Source: an optimization exercise on an open RTL-to-GDS flow (aim: a short achievable clock period and few clock cycles). Production flows keep margins and buffers that such runs may drop.
Function was checked by simulation only, so behaviour that the tests miss may differ from the original.
Power and IR drop assume default switching activity.

## wzwave_fbs
module wzwave_fbs (
    input  wire        clk,
    input  wire        rst,
    input  wire        in_valid,
    input  wire [7:0]  in_data,
    output wire        in_ready,
    output wire        out_valid,
    input  wire        out_ready,
    output wire        out_hdr,
    output wire        out_last,
    output wire [3:0]  out_type,
    output wire [71:0] out_data
);
Size: ~3800 flip-flops, about 140000 um2 of cells after synthesis.
clock: 10.0 ns
lec_check: 0
abc_clock_period_in_ps: 2500
cap_margin: 20
core_margin: 2
core_utilization: 72
cts_cluster_diameter: 100
cts_cluster_size: 26
slew_margin: 20
standard.sh (not shown) runs the stock make flow with config.mk's settings and CLKGATE_MAP_FILE= SYNTH_SCRIPT=/design/flow/synth_recipe.tcl, a recipe that flattens the netlist after the stock synthesis.
==> flow/flow/run.sh <==
#!/bin/bash
set -euo pipefail
here=$(pwd)
bash standard.sh SETUP_SLACK_MARGIN=7 \
  PRE_DETAIL_PLACE_TCL="$here/flow/move_flops.tcl" \
  finish > standard_make.log 2>&1
==> flow/flow/move_flops.tcl <==
# Before detailed placement: move each register that drives an output port's
# buffer (and nothing else) onto that buffer, so that detailed placement puts
# it right beside the port. Nothing else changes; detailed placement then
# legalizes the moved registers.
set block [ord::get_db_block]
set moved 0
foreach bterm [$block getBTerms] {
  if {[$bterm getIoType] != "OUTPUT"} { continue }
  set net [$bterm getNet]
  if {$net == "NULL"} { continue }
  set buf ""
  foreach iterm [$net getITerms] {
    if {[$iterm isOutputSignal]} { set buf [$iterm getInst] }
  }
  if {$buf == ""} { continue }
  set in_net ""
  foreach iterm [$buf getITerms] {
    if {[$iterm isInputSignal]} { set in_net [$iterm getNet] }
  }
  if {$in_net == "" || $in_net == "NULL"} { continue }
  if {[llength [$in_net getITerms]] != 2} { continue }
  foreach iterm [$in_net getITerms] {
    if {![$iterm isOutputSignal]} { continue }
    set drv [$iterm getInst]
    if {![string match "sky130_fd_sc_hd__*df*" [[$drv getMaster] getName]]} { continue }
    set loc [$buf getLocation]
    $drv setLocation [lindex $loc 0] [lindex $loc 1]
    incr moved
  }
}
puts "move_flops: moved $moved output registers next to their port buffers"
The baseline produced a clean layout.
Testbench counts at the start, summed over its fixed seeds: cycles 30,927.
Edit:
==> flow/flow/run.sh (replaced) <==
#!/bin/bash
set -euo pipefail
bash standard.sh SETUP_SLACK_MARGIN=7 finish > standard_make.log 2>&1
removed: flow/flow/move_flops.tcl
Via count increases by 0.54%.
Clock-buffer cell count increases by 2.
Setup slack is worse by 0.018 ns.
Sequential power is about the same.
Design area stays flat.
Non-clock buffer count increases by 2.
Flip-flop and latch count stays the same.
Combinational power decreases by about 0.9%.
Fmax decreases by 0.55%.
Synthesized area is unchanged.
Edit:
==> flow/flow/run.sh (replaced) <==
#!/bin/bash
set -euo pipefail
bash standard.sh SETUP_SLACK_MARGIN=7 \
  "CTS_ARGS=-sink_clustering_enable -repair_clock_nets -sink_clustering_size 26 -sink_clustering_max_diameter 100 -apply_ndr half" \
  finish > standard_make.log 2>&1
Critical path depth stays the same.
Power stays the same.
Fmax does not change.
Setup slack is unchanged.
Register-to-register slack is about the same.
Sequential share of layout area is unchanged.
Wire length is unchanged.
Design area stays the same.
First-iteration DRC count does not change.
Via count stays the same.

* * *

lane 1:
Another version of the RTL of wzwave_fbs (not shown whole).
Size in the first run: roughly 10,000 cells after synthesis, roughly 5,900 flip-flops, roughly 220,000 um^2 of cells after synthesis.
Settings: LEC_CHECK=0, ABC_CLOCK_PERIOD_IN_PS=2500, CAP_MARGIN=20, CORE_MARGIN=2, CORE_UTILIZATION=40, SLEW_MARGIN=20; clock period 10.0 ns.
==> flow/flow/run.sh <==
#!/bin/bash
set -euo pipefail
bash standard.sh SETUP_SLACK_MARGIN=7 finish > standard_make.log 2>&1
Testbench counts of lane 1, summed over its fixed seeds: cycles 30,798.
diff inputs: lane 1 => lane 2
Settings: SETUP_SLACK_MARGIN: unset -> 5.
==> flow/run.sh (new file) <==
#!/bin/bash
# synth_recipe.tcl (not shown) runs the flow's synth.tcl, then flattens the netlist and writes it again
# the make line also repeats each setting of config.mk as NAME=value (left out here)
make -C /OpenROAD-flow-scripts/flow DESIGN_CONFIG=/design/flow/config.mk WORK_HOME=/design/flow/orfs CLKGATE_MAP_FILE= SYNTH_SCRIPT=/design/flow/synth_recipe.tcl finish
removed: flow/flow/run.sh
removed: flow/standard.sh
Notes after the runs:
- Lane 2 ended up with flip-flop to flip-flop as its type of the setup path with the least slack; lane 1 ended up with flip-flop to output port.
- Re largest fanout on the critical path: lane 1 and lane 2 aren't equal, and the higher value belongs to lane 2.
- Compared with lane 1, lane 2 shows a lower clock tree buffer count of the final layout.
- Lane 2 vs. lane 1: overall routed net length -2.1%; total length of routed met3 wires -6.8%; number of cells after detailed placement ~0 delta.

* * *

wzwave_fbs, a different RTL version from the one above (not shown whole).
Size in the first run: about 7300 cells after synthesis, about 92 I/O pins, ~140000 sq um of cells after synthesis.
==> flow/design.v (excerpt) <==
module wzwave_fbs (
    input  wire        clk,
    input  wire        rst,
    input  wire        in_valid,
    input  wire [7:0]  in_data,
    output wire        in_ready,
    output wire        out_valid,
    input  wire        out_ready,
    output wire        out_hdr,
    output wire        out_last,
    output wire [3:0]  out_type,
    output wire [71:0] out_data
);
Settings: LEC_CHECK=0, ABC_CLOCK_PERIOD_IN_PS=2500, CAP_MARGIN=20, CORE_MARGIN=2, CORE_UTILIZATION=76, CTS_CLUSTER_DIAMETER=100, CTS_CLUSTER_SIZE=26, SLEW_MARGIN=20; clock period 10.0 ns.
==> flow/flow/run.sh <==
#!/bin/bash
set -euo pipefail
here=$(pwd)
bash standard.sh SETUP_SLACK_MARGIN=7 \
  PRE_DETAIL_PLACE_TCL="$here/flow/move_flops.tcl" \
  finish > standard_make.log 2>&1
==> flow/flow/move_flops.tcl <==
# Before detailed placement: move each register that drives an output port's
# buffer (and nothing else) onto that buffer, so that detailed placement puts
# it right beside the port. Nothing else changes; detailed placement then
# legalizes the moved registers.
set block [ord::get_db_block]
set moved 0
foreach bterm [$block getBTerms] {
  if {[$bterm getIoType] != "OUTPUT"} { continue }
  set net [$bterm getNet]
  if {$net == "NULL"} { continue }
  set buf ""
  foreach iterm [$net getITerms] {
    if {[$iterm isOutputSignal]} { set buf [$iterm getInst] }
  }
  if {$buf == ""} { continue }
  set in_net ""
  foreach iterm [$buf getITerms] {
    if {[$iterm isInputSignal]} { set in_net [$iterm getNet] }
  }
  if {$in_net == "" || $in_net == "NULL"} { continue }
  if {[llength [$in_net getITerms]] != 2} { continue }
  foreach iterm [$in_net getITerms] {
    if {![$iterm isOutputSignal]} { continue }
    set drv [$iterm getInst]
    if {![string match "sky130_fd_sc_hd__*df*" [[$drv getMaster] getName]]} { continue }
    set loc [$buf getLocation]
    $drv setLocation [lindex $loc 0] [lindex $loc 1]
    incr moved
  }
}
puts "move_flops: moved $moved output registers next to their port buffers"
Testbench counts at the start, summed over its fixed seeds: cycles 30,927.
Next try:
CORE_UTILIZATION = 72   (was 76)
After rerunning: The new run finished clean; global-route usage decreases by 8.3 points; cell count increases by 1.3%; synthesized cell count stays the same; final area is about the same; via count decreases by 7.0%; clock skew decreases by 26 ps; hold slack is worse by 10 ps.

[what the ideal ports hide]
No port has a modelled driver above. Below, the same layouts with a new extraction and two added sets of constraints. Step 1 assumes that a clkbuf_16 drives the clock port and a buf_2 every other input. Step 2, shift: input delay + t, output delay - t, t = (earliest + latest rising clock arrival at the registers) / 2. This alone moves slack from input paths to output paths. a / b / c = no drivers / after step 1 / after step 2; a / b = the first two.
run	t, ns	setup WS [ns]	hold WS [ns]	latest minus earliest clock arrival (ns)	worst data-port slew with drivers (ns)
the first run of note 1	0.970	6.666 / 6.562 / 6.103	0.391 / 0.391 / 0.391	0.044 / 0.045	0.09
the second run of note 1	0.990	6.648 / 6.542 / 6.157	0.398 / 0.398 / 0.398	0.057 / 0.058	0.09
the third run of note 1	0.990	6.648 / 6.542 / 6.157	0.398 / 0.398 / 0.398	0.057 / 0.058	0.09
lane 1	1.173	6.339 / 6.215 / 6.083	0.334 / 0.334 / 0.334	0.133 / 0.133	0.09
lane 2	1.170	5.289 / 5.289 / 5.164	0.341 / 0.341 / 0.341	0.111 / 0.110	0.09
the first run of note 3	0.994	6.657 / 6.556 / 6.099	0.383 / 0.383 / 0.383	0.062 / 0.063	0.07
the second run of note 3	0.946	6.688 / 6.598 / 6.128	0.373 / 0.373 / 0.373	0.032 / 0.032	0.05
After both steps every run listed still meets setup and hold. For the first run of note 1, which loses most, drivers alone change the setup slack by -0.104 ns; drivers and shift together by -0.563 ns.
